Source: an optimization exercise on an open RTL-to-GDS flow (aim: small area). Production flows keep margins and buffers that such runs may drop.
Only simulation tests tie the RTL to the original design; equivalence was not proved.
The clock input has no modelled driver; a real chip could not lean on it and would need a root buffer or a full tree.
Power is estimated from default activity; no workload was simulated.

Setup of garnet:
Design rfid_frame_decoder, start of the top module:
module rfid_frame_decoder (
    input  wire        clk,
    input  wire        rst,       
    input  wire        start,
    input  wire        line_in,
    output wire        busy,
    output wire        done,
    output wire [2:0]  result,
    output wire [39:0] id_out
);
Size in the first run: about 200 cells after synthesis, about 49 I/O pins.
Settings: LEC_CHECK=0, CAP_MARGIN=0, CORE_MARGIN=2, CORE_UTILIZATION=60, GPL_TIMING_DRIVEN=0, SLEW_MARGIN=0; clock period 5.0 ns.
standard.sh (not shown) runs the stock make flow with config.mk's settings and CLKGATE_MAP_FILE= SYNTH_SCRIPT=/design/flow/synth_recipe.tcl, a recipe that flattens the netlist after the stock synthesis.
==> flow/flow/run.sh <==
#!/bin/bash
# Layout flow: the standard flow (standard.sh) with these changes.
#  1. After the standard synthesis, its combinational logic is re-mapped
#     for area (flow/remap.sh): every flip-flop instance of the standard
#     netlist is kept as it is (same names, same cells); only the gates
#     between them are re-optimised by ABC (&deepsyn, then area mapping),
#     trying a few random seeds and keeping the smallest result.
#  2. Port buffers are sky130_fd_sc_hd__buf_1.
#  3. The clock tree is built by flow/manual_cts.tcl: the clock port drives
#     two clkbuf_16 or four clkbuf_8, each driving one placement cluster of
#     flip-flops, whichever is smaller and keeps the clock pin slew low;
#     otherwise TritonCTS with clkbuf_4 buffers and no dummy loads.
#  4. After floorplanning every combinational cell gets the smallest drive
#     of its family (flow/downsize.tcl); the standard repair steps then
#     upsize or buffer wherever slew, load or timing require.
# Each tool's output goes to a log file of its own in this folder.
set -euo pipefail
here=$(pwd)
res="$here/orfs/results/${FLOW_PLATFORM}/rfid_frame_decoder/base"

export BUFFER_PORTS_ARGS="-buffer_cell sky130_fd_sc_hd__buf_1"
export PRE_CTS_TCL="$here/flow/manual_cts.tcl"
export CTS_ARGS="-sink_clustering_enable -repair_clock_nets -dont_use_dummy_load -buf_list sky130_fd_sc_hd__clkbuf_4"
export POST_FLOORPLAN_TCL="$here/flow/downsize.tcl"

bash standard.sh synth > "$here/synth.log" 2>&1
bash "$here/flow/remap.sh" "$res/1_2_yosys.v" > "$here/remap.log" 2>&1
rm -f "$res/1_synth.odb" "$res/1_synth.sdc"
bash standard.sh finish > "$here/standard.log" 2>&1
==> flow/flow/manual_cts.tcl <==
set cts_candidates {
  {sky130_fd_sc_hd__clkbuf_16 2}
  {sky130_fd_sc_hd__clkbuf_8 4}
}
set max_clk_slew 0.120

proc manual_cts {cell nbuf} {
  set block [ord::get_db_block]
  set db [ord::get_db]
  set clknet [$block findNet clk]
  set master [$db findMaster $cell]
  set sinks {}
  foreach it [$clknet getITerms] {
    set inst [$it getInst]
    set bb [$inst getBBox]
    lappend sinks [list $it [expr {([$bb xMin]+[$bb xMax])/2}] [expr {([$bb yMin]+[$bb yMax])/2}]]
  }
  set n [llength $sinks]
  set sorted [lsort -real -index 1 $sinks]
  set centers {}
  for {set k 0} {$k < $nbuf} {incr k} {
    set s [lindex $sorted [expr {int(($k + 0.5) * $n / $nbuf)}]]
    lappend centers [list [lindex $s 1] [lindex $s 2]]
  }
  # balanced k-means: each buffer drives at most ceil(n / nbuf) sinks; sinks
  # are assigned greedily, those with the most to lose first
  set cap [expr {($n + $nbuf - 1) / $nbuf}]
  for {set iter 0} {$iter < 30} {incr iter} {
    set order {}
    foreach s $sinks {
      set ds {}
      foreach c $centers {
        lappend ds [expr {abs([lindex $s 1]-[lindex $c 0]) + abs([lindex $s 2]-[lindex $c 1])}]
      }
      set sd [lsort -real $ds]
      set regret [expr {[llength $sd] > 1 ? [lindex $sd 1] - [lindex $sd 0] : 0}]
      lappend order [list $regret $s $ds]
    }
    set order [lsort -real -decreasing -index 0 $order]
    set groups {}
    set used {}
    for {set k 0} {$k < $nbuf} {incr k} { lappend groups {}; lappend used 0 }
    foreach o $order {
      set s [lindex $o 1]
      set ds [lindex $o 2]
      set best -1; set bd 1e30
      for {set k 0} {$k < $nbuf} {incr k} {
        if {[lindex $used $k] >= $cap} continue
        if {[lindex $ds $k] < $bd} { set bd [lindex $ds $k]; set best $k }
      }
      lset groups $best [concat [lindex $groups $best] [list $s]]
      lset used $best [expr {[lindex $used $best] + 1}]
    }
    set centers {}
    foreach g $groups {
      set sx 0; set sy 0
      foreach s $g { set sx [expr {$sx + [lindex $s 1]}]; set sy [expr {$sy + [lindex $s 2]}] }
      set m [llength $g]
      if {$m == 0} { set m 1 }
      lappend centers [list [expr {int($sx / $m)}] [expr {int($sy / $m)}]]
    }
  }
  for {set k 0} {$k < $nbuf} {incr k} {
    set g [lindex $groups $k]
    if {[llength $g] == 0} continue
    set buf [odb::dbInst_create $block $master "clkbuf_m_$k"]
    set net [odb::dbNet_create $block "clknet_m_$k"]
    $net setSigType CLOCK
    foreach s $g { set it [lindex $s 0]; $it disconnect; $it connect $net }
    [$buf findITerm A] connect $clknet
    [$buf findITerm X] connect $net
    set c [lindex $centers $k]
    $buf setLocation [lindex $c 0] [lindex $c 1]
    $buf setPlacementStatus PLACED
    puts "manual_cts: $cell clkbuf_m_$k drives [llength $g] sinks"
  }
  $clknet setSigType CLOCK
}

proc undo_manual_cts {nbuf} {
  set block [ord::get_db_block]
  set clknet [$block findNet clk]
  for {set k 0} {$k < $nbuf} {incr k} {
    set buf [$block findInst "clkbuf_m_$k"]
    set net [$block findNet "clknet_m_$k"]
    if {$net ne "NULL" && $net ne ""} {
      foreach it [$net getITerms] {
        if {[$it getInst] ne $buf} { $it disconnect; $it connect $clknet }
      }
    }
    if {$buf ne "NULL" && $buf ne ""} { odb::dbInst_destroy $buf }
    if {$net ne "NULL" && $net ne ""} { odb::dbNet_destroy $net }
  }
}

proc max_clk_pin_slew {} {
  set mx 0
  foreach p [get_pins -hierarchical */CLK] {
    set s [get_property $p slew_max]
    if {$s > $mx} { set mx $s }
  }
  return $mx
}

set manual_done 0
foreach cand $cts_candidates {
  lassign $cand cell nbuf
  manual_cts $cell $nbuf
  set_propagated_clock [all_clocks]
  estimate_parasitics -placement
  set slew [max_clk_pin_slew]
  puts "manual_cts: $nbuf x $cell, estimated worst clock pin slew $slew"
  if {$slew <= $max_clk_slew} {
    set manual_done 1
    break
  }
  undo_manual_cts $nbuf
}

if {$manual_done} {
  rename clock_tree_synthesis _tritoncts_unused
  proc clock_tree_synthesis {args} {
    puts "clock_tree_synthesis skipped: clock buffers were placed by flow/manual_cts.tcl"
  }
} else {
  puts "manual_cts: no candidate met the slew target, using TritonCTS"
}
Other scripts of this flow, unchanged in this note and not shown: flow/flow/dont_use.txt, flow/flow/downsize.tcl, flow/flow/remap.sh
Input changes introduced in onyx (baseline for comparison: garnet):
- changing CORE_UTILIZATION from 60 to 50
diff --git a/flow/flow/run.sh b/flow/flow/run.sh
--- a/flow/flow/run.sh
+++ b/flow/flow/run.sh
@@ -8,6 +8,2 @@
 #  2. Port buffers are sky130_fd_sc_hd__buf_1.
-#  3. The clock tree is built by flow/manual_cts.tcl: the clock port drives
-#     two clkbuf_16 or four clkbuf_8, each driving one placement cluster of
-#     flip-flops, whichever is smaller and keeps the clock pin slew low;
-#     otherwise TritonCTS with clkbuf_4 buffers and no dummy loads.
 #  4. After floorplanning every combinational cell gets the smallest drive
diff --git a/flow/flow/manual_cts.tcl b/flow/flow/manual_cts.tcl
--- a/flow/flow/manual_cts.tcl
+++ b/flow/flow/manual_cts.tcl
@@ -1,2 +1,4 @@
 set cts_candidates {
+  {sky130_fd_sc_hd__clkbuf_4 4}
+  {sky130_fd_sc_hd__clkbuf_8 3}
   {sky130_fd_sc_hd__clkbuf_16 2}
@@ -4,5 +6,5 @@
 }
-set max_clk_slew 0.120
+set max_clk_slew 0.124
 
-proc manual_cts {cell nbuf} {
+proc manual_cts {cell nbuf {init 0}} {
   set block [ord::get_db_block]
@@ -18,3 +20,17 @@
   set n [llength $sinks]
-  set sorted [lsort -real -index 1 $sinks]
+  # initial centres: spread along one direction (x, y, x+y or x-y)
+  set keyed {}
+  foreach s $sinks {
+    set x [lindex $s 1]; set y [lindex $s 2]
+    switch $init {
+      0 { set key $x }
+      1 { set key $y }
+      2 { set key [expr {$x + $y}] }
+      default { set key [expr {$x - $y}] }
+    }
+    lappend keyed [list $key $s]
+  }
+  set sorted {}
+  foreach ks [lsort -real -index 0 $keyed] { lappend sorted [lindex $ks 1] }
+  set sinks [lsort -integer -index 2 [lsort -integer -index 1 $sinks]]
   set centers {}
@@ -107,8 +123,18 @@
   lassign $cand cell nbuf
-  manual_cts $cell $nbuf
-  set_propagated_clock [all_clocks]
-  estimate_parasitics -placement
-  set slew [max_clk_pin_slew]
-  puts "manual_cts: $nbuf x $cell, estimated worst clock pin slew $slew"
-  if {$slew <= $max_clk_slew} {
+  set best_init -1
+  set best_slew 1e9
+  foreach init {0 1 2 3} {
+    manual_cts $cell $nbuf $init
+    set_propagated_clock [all_clocks]
+    estimate_parasitics -placement
+    set slew [max_clk_pin_slew]
+    puts "manual_cts: $nbuf x $cell, start $init, estimated worst clock pin slew $slew"
+    undo_manual_cts $nbuf
+    if {$slew < $best_slew} { set best_slew $slew; set best_init $init }
+  }
+  if {$best_slew <= $max_clk_slew} {
+    manual_cts $cell $nbuf $best_init
+    set_propagated_clock [all_clocks]
+    estimate_parasitics -placement
+    puts "manual_cts: using $nbuf x $cell (start $best_init), estimated worst clock pin slew [max_clk_pin_slew]"
     set manual_done 1
@@ -116,3 +142,2 @@
   }
-  undo_manual_cts $nbuf
 }
## What came out
- Between onyx and garnet, it is onyx whose peak ir drop on the vdd network is lower, by about 3.6%.
- Looking at routed wire length on met2, onyx sits above garnet.
- garnet → onyx: total global-route track usage dropped 2.7 points; area added between synthesis and finish went up 1.0 points; core utilization decreased 11 points.
- For power share of the combinational group, onyx and garnet come out practically identical.
- Comparing garnet and onyx, the lower post-placement setup slack is on onyx.
Relative to onyx, the following input files were edited for cedar:
- swapping 50 for 65 in CORE_UTILIZATION
[summary]
Between cedar and onyx, it is cedar whose layout overhead on the synthesized area is lower, by 0.32 points. Compared with onyx, in cedar met2 track demand over resource went up by 8.7 points, relative contribution of combinational cells to total power now larger. cedar: flow completed, timing, DRC and antenna clean.
In every run of this note, the design's own scripts or RTL, not TritonCTS, make the clock network.

---

== job 101 ==
The RTL this note starts from:
==> flow/design.v <==
module rfid_frame_decoder (
    input  wire        clk,
    input  wire        rst,       
    input  wire        start,
    input  wire        line_in,
    output reg         busy,
    output wire        done,
    output wire [2:0]  result,
    output wire [39:0] id_out
);
    localparam [2:0] R_NONE     = 3'd0,
                     R_OK       = 3'd1,
                     R_NOCARR   = 3'd2,
                     R_FRAMING  = 3'd3,
                     R_HDR_TO   = 3'd4,
                     R_ROWPAR   = 3'd5,
                     R_COLPAR   = 3'd6,
                     R_TIMEOUT  = 3'd7;
    reg        w;         
    reg        hd;        
    reg [9:0]  cntq;      
    reg [3:0]  row;       
    reg [2:0]  col;       
    reg        dat;       
    reg        rowpar;    
    reg [3:0]  colpar;    
    reg [39:0] idn;       
    localparam [9:0] CPOL = 10'b1010101010;
    wire [9:0] cnt = cntq ^ CPOL;
    wire c_to  = cnt[0] & cnt[1] & cnt[3] & cnt[4] & cnt[5] & cnt[7] & !cnt[8];
    wire c_chk = cnt[1] & cnt[6] & cnt[7];
    localparam [3:0] ROW_START = 4'b0101;
    wire [3:0] row_next  = {row[2:0], row[0] ^ row[3]};
    wire carrier   = row[0] & row[2];               
    wire hdr_last  = row[0] & !row[2] & !row[3];    
    wire row10     = !row[1] & !row[2];             
    wire col4   = col[2] & !col[0];
    wire [2:0] col_next = {col[1:0], !col[2]};
    wire edge_   = line_in ^ dat;
    wire seg_end = w ? (edge_ | c_to) : c_chk;
    wire ok = (result == R_OK);
    assign result = busy ? R_NONE : col;
    assign done   = !busy && hd;
    assign id_out = ~idn & {40{ok}};
    reg       fin;
    reg [2:0] code;
    always @* begin
        fin  = 1'b0;
        code = R_OK;
        if (w) begin
            if (!edge_ && c_to) begin
                fin  = 1'b1;
                code = hd ? (carrier ? R_NOCARR : R_HDR_TO)
                          : (row10 ? R_TIMEOUT : R_ROWPAR);
            end else if (edge_ && !hd && col4) begin
                if (row10) begin
                    fin  = 1'b1;
                    code = (|colpar) ? R_COLPAR : R_OK;
                end else if (rowpar) begin
                    fin  = 1'b1;
                    code = R_ROWPAR;
                end
            end
        end else if (c_chk && hd && !line_in) begin
            fin  = 1'b1;
            code = R_FRAMING;
        end
    end
    always @(posedge clk) begin
        if (!busy) begin
            w      <= 1'b1;
            cntq   <= CPOL;
            row    <= ROW_START;
            dat    <= 1'b1;
            rowpar <= 1'b0;
            colpar <= 4'd0;
        end else begin
            cntq <= (seg_end ? 10'd0 : {cnt[8:0], ~(cnt[9] ^ cnt[0])}) ^ CPOL;
            if (seg_end) begin
                if (w) begin
                    w <= 1'b0;
                    if (!hd) begin
                        if (col4) begin
                            row <= row_next;
                            col <= 3'd0;
                        end else begin
                            col <= col_next;
                        end
                    end
                end else begin
                    dat <= line_in;
                    if (hd) begin
                        row <= row_next;
                        if (hdr_last)
                            hd <= 1'b0;       
                        else
                            w <= 1'b1;
                    end else begin
                        w      <= 1'b1;
                        rowpar <= rowpar ^ line_in;
                        if (!col4)
                            colpar <= {colpar[2:0], colpar[3] ^ line_in};
                    end
                end
            end
        end
        if (rst) begin
            busy <= 1'b0;
            col  <= R_NONE;
            hd   <= 1'b0;
        end else if (!busy) begin
            busy <= start;
            hd   <= start;
            if (start) col <= 3'd0;
        end else if (fin) begin
            busy <= 1'b0;
            col  <= code;
            hd   <= 1'b1;
        end
        if (busy && !w && c_chk && !hd && !col4 && !row10)
            idn <= {idn[38:0], ~line_in};
    end
endmodule
==> flow/config.mk <==
export PLATFORM = sky130hd
export DESIGN_NAME = rfid_frame_decoder
export DESIGN_NICKNAME = rfid_frame_decoder
export VERILOG_FILES = /design/flow/design.v
export SDC_FILE = /design/flow/constraint.sdc
export NUM_CORES = 4
export LEC_CHECK = 0
export CAP_MARGIN = 0
export CORE_MARGIN = 2
export CORE_UTILIZATION = 60
export SLEW_MARGIN = 0
==> flow/constraint.sdc <==
create_clock -name core_clock -period 5.0 [get_ports {clk}]
set_input_delay 1.0000 -clock core_clock [delete_from_list [all_inputs] [get_ports {clk}]]
set_output_delay 1.0000 -clock core_clock [all_outputs]
set_load 0.01 [all_outputs]
==> flow/flow/run.sh <==
#!/bin/bash
# Layout flow: the standard flow (standard.sh) with these changes.
#  1. After the standard synthesis, its combinational logic is re-mapped
#     for area (flow/remap.sh): every flip-flop instance of the standard
#     netlist is kept as it is (same names, same cells); only the gates
#     between them are re-optimised by ABC (&deepsyn, then area mapping),
#     trying a few random seeds and keeping the smallest result.
#  2. Port buffers are sky130_fd_sc_hd__buf_1.
#  3. The clock tree uses clkbuf_4 buffers and no dummy loads.
#  4. After floorplanning every combinational cell gets the smallest drive
#     of its family (flow/downsize.tcl); the standard repair steps then
#     upsize or buffer wherever slew, load or timing require.
# Each tool's output goes to a log file of its own in this folder.
set -euo pipefail
here=$(pwd)
res="$here/orfs/results/${FLOW_PLATFORM}/rfid_frame_decoder/base"

export BUFFER_PORTS_ARGS="-buffer_cell sky130_fd_sc_hd__buf_1"
export CTS_ARGS="-sink_clustering_enable -repair_clock_nets -dont_use_dummy_load -buf_list sky130_fd_sc_hd__clkbuf_4"
export POST_FLOORPLAN_TCL="$here/flow/downsize.tcl"

bash standard.sh synth > "$here/synth.log" 2>&1
bash "$here/flow/remap.sh" "$res/1_2_yosys.v" > "$here/remap.log" 2>&1
rm -f "$res/1_synth.odb" "$res/1_synth.sdc"
bash standard.sh finish > "$here/standard.log" 2>&1
==> flow/flow/remap.sh <==
#!/bin/bash
# remap.sh NETLIST: re-map the combinational logic of a standard synthesis
# netlist for area, keeping every flip-flop instance unchanged. The
# original is kept as NETLIST.standard; NETLIST is replaced by the best
# result if one is smaller.
set -euo pipefail
net=$1
here=$(pwd)
lib="$FLOW_HOME/platforms/$FLOW_PLATFORM/lib/sky130_fd_sc_hd__tt_025C_1v80.lib"
du=$(sed 's/^/-dont_use /' "$here/flow/dont_use.txt" | tr '\n' ' ')
work="$here/remap"
mkdir -p "$work"
cp "$net" "$net.standard"

area_of() {
  cat > "$work/area.ys" <<EOY
read_liberty -lib $lib
read_verilog $1
hierarchy -top $FLOW_TOP
tee -o $work/area.txt stat -liberty $lib
EOY
  yosys -q "$work/area.ys" > /dev/null 2>&1
  grep -i "chip area" "$work/area.txt" | awk '{print $NF}'
}

best=$(area_of "$net.standard")
bestf="$net.standard"
echo "standard netlist area: $best"
i=0
for seed in 0 1 2 3 4 5; do
 for mapper in "dch -f|map -a" "dch -f|&get -n|&nf -R 1000 -E 100|&put" "dch -f|&get -n|&nf -R 1000 -p|&put"; do
  i=$((i+1))
  {
    printf 'strash\n&get -n\n&deepsyn -S %s -J 100 -T 60\n&put\n' "$seed"
    echo "$mapper" | tr '|' '\n'
  } > "$work/s$i.abc"
  cat > "$work/s$i.ys" <<EOY
read_liberty -ignore_miss_func $lib
read_verilog $net.standard
hierarchy -top $FLOW_TOP
blackbox sky130_fd_sc_hd__*df* sky130_fd_sc_hd__*dl*
flatten
opt_clean
abc -liberty $lib -script $work/s$i.abc $du
opt_clean -purge
hilomap -singleton -hicell sky130_fd_sc_hd__conb_1 HI -locell sky130_fd_sc_hd__conb_1 LO
splitnets
opt_clean -purge
rename -hide w:*.*
write_verilog -noattr -noexpr -nohex -nodec $work/s$i.v
design -reset
read_liberty -lib $lib
read_verilog $work/s$i.v
hierarchy -check -top $FLOW_TOP
check -assert -mapped
EOY
  if yosys "$work/s$i.ys" > "$work/s$i.log" 2>&1; then
    a=$(area_of "$work/s$i.v")
    echo "seed $seed, $mapper: area $a"
    if awk -v a="$a" -v b="$best" 'BEGIN{exit !(a < b)}'; then best=$a; bestf="$work/s$i.v"; fi
  else
    echo "seed $seed, $mapper: failed"
  fi
 done
done
echo "using $bestf (area $best)"
cp "$bestf" "$net"
Other scripts of this flow, unchanged in this note and not shown: flow/flow/dont_use.txt, flow/flow/downsize.tcl
Inputs modified between job 101 and job 102:
diff --git a/flow/flow/remap.sh b/flow/flow/remap.sh
--- a/flow/flow/remap.sh
+++ b/flow/flow/remap.sh
@@ -28,11 +28,12 @@
 echo "standard netlist area: $best"
-i=0
-for seed in 0 1 2 3 4 5; do
- for mapper in "dch -f|map -a" "dch -f|&get -n|&nf -R 1000 -E 100|&put" "dch -f|&get -n|&nf -R 1000 -p|&put"; do
-  i=$((i+1))
-  {
-    printf 'strash\n&get -n\n&deepsyn -S %s -J 100 -T 60\n&put\n' "$seed"
-    echo "$mapper" | tr '|' '\n'
-  } > "$work/s$i.abc"
-  cat > "$work/s$i.ys" <<EOY
+for seed in 0 1 2 3 4 5 6 7; do
+  cat > "$work/s$seed.abc" <<EOA
+strash
+&get -n
+&deepsyn -S $seed -J 100 -T 60
+&put
+dch -f
+map -a
+EOA
+  cat > "$work/s$seed.ys" <<EOY
 read_liberty -ignore_miss_func $lib
@@ -43,3 +44,3 @@
 opt_clean
-abc -liberty $lib -script $work/s$i.abc $du
+abc -liberty $lib -script $work/s$seed.abc $du
 opt_clean -purge
@@ -49,6 +50,6 @@
 rename -hide w:*.*
-write_verilog -noattr -noexpr -nohex -nodec $work/s$i.v
+write_verilog -noattr -noexpr -nohex -nodec $work/s$seed.v
 design -reset
 read_liberty -lib $lib
-read_verilog $work/s$i.v
+read_verilog $work/s$seed.v
 hierarchy -check -top $FLOW_TOP
@@ -56,10 +57,9 @@
 EOY
-  if yosys "$work/s$i.ys" > "$work/s$i.log" 2>&1; then
-    a=$(area_of "$work/s$i.v")
-    echo "seed $seed, $mapper: area $a"
-    if awk -v a="$a" -v b="$best" 'BEGIN{exit !(a < b)}'; then best=$a; bestf="$work/s$i.v"; fi
+  if yosys "$work/s$seed.ys" > "$work/s$seed.log" 2>&1; then
+    a=$(area_of "$work/s$seed.v")
+    echo "seed $seed: area $a"
+    if awk -v a="$a" -v b="$best" 'BEGIN{exit !(a < b)}'; then best=$a; bestf="$work/s$seed.v"; fi
   else
-    echo "seed $seed, $mapper: failed"
+    echo "seed $seed: failed"
   fi
- done
 done
Job 102 vs. job 101: routed wire length down 2.4%; met3 capacity usage during global routing up 2.5 points.
The setup slack of job 102 is larger than that of job 101.
Job 102 vs job 101, slowest stage cell on the critical path: sky130_fd_sc_hd__dfxtp_1 vs sky130_fd_sc_hd__nand2_1
Taking job 101 as the reference, in job 102 detailed route wirelength on metal2 shows a reduction of 5.8%, maximum single-stage delay on the critical path went down by 0.40 ns, net load switching power rose by 1.9 uW.
The number of buffers and inverters on the critical path reported for job 102 is greater than that of job 101 by 1.
Area of all placed cells without fillers went up slightly going from job 101 to job 102.
For job 101, the capturing element of the worst setup path was id_out[2], unlike job 102, where it was id_out[6].
Comparing job 101 against job 102, there is no change at all in number of core rows.
For job 103, these inputs were changed with respect to job 102:
diff --git a/flow/flow/remap.sh b/flow/flow/remap.sh
--- a/flow/flow/remap.sh
+++ b/flow/flow/remap.sh
@@ -50,10 +50,6 @@
 rename -hide w:*.*
+check -assert
 write_verilog -noattr -noexpr -nohex -nodec $work/s$seed.v
-design -reset
-read_liberty -lib $lib
-read_verilog $work/s$seed.v
-hierarchy -check -top $FLOW_TOP
-check -assert -mapped
 EOY
-  if yosys "$work/s$seed.ys" > "$work/s$seed.log" 2>&1; then
+  if yosys -q "$work/s$seed.ys" > "$work/s$seed.log" 2>&1; then
     a=$(area_of "$work/s$seed.v")
Notes after the runs:
The I/O pin count on job 103 is in line with that on job 102. The wire length reported by the detailed router of job 103 is higher than that of job 102. Taking job 102 as the reference, in job 103 summed area of non-filler cells in the final layout went up by 5.1%, synthesized area went up. Sum of met2 wire segment lengths after detailed routing was lower in the run labelled job 102. Fraction of area in non-clock buffers: job 103 < job 102. First-iteration DRC count: job 103 and job 102 compared, lower one is job 102. Of job 103 and job 102, job 102 shows the lower sequential group share of total power, with job 103 above it. The lower clock power came out of job 103. Diff job 102 -> job 103 | full die area | up by a little under 10%.

==> afterwards: timing with drivers on the ports <==
No port has a modelled driver above. Below, the same layouts with a new extraction and two added sets of constraints.
Step 1 assumes that a clkbuf_16 drives the clock port and a buf_2 every other input.
Step 2 also shifts input and output timing later by t, the mid clock arrival at the registers, as if the neighbouring blocks saw the same clock.
Three values: no drivers, after step 1, after step 2; two values: the first two.
run	shift t [ns]	slack for setup (ns)	slew at the worst register clock pin (ns)	pins driven straight from the clock port
garnet	0.213	0.730 / 0.682 / 0.895	0.11 / 0.11	2
onyx	0.218	0.602 / 0.551 / 0.770	0.12 / 0.12	3
cedar	0.216	0.643 / 0.592 / 0.809	0.12 / 0.12	3
job 101	0.397	1.674 / 1.649 / 1.899	0.10 / 0.10	1
job 102	0.404	2.324 / 2.300 / 2.079	0.09 / 0.09	1
job 103	0.398	1.725 / 1.701 / 2.085	0.10 / 0.10	1
After both steps setup and hold are still met in every run listed. The setup slack of job 102, which loses most, moves by -0.024 ns with the drivers and by -0.245 ns with both steps.
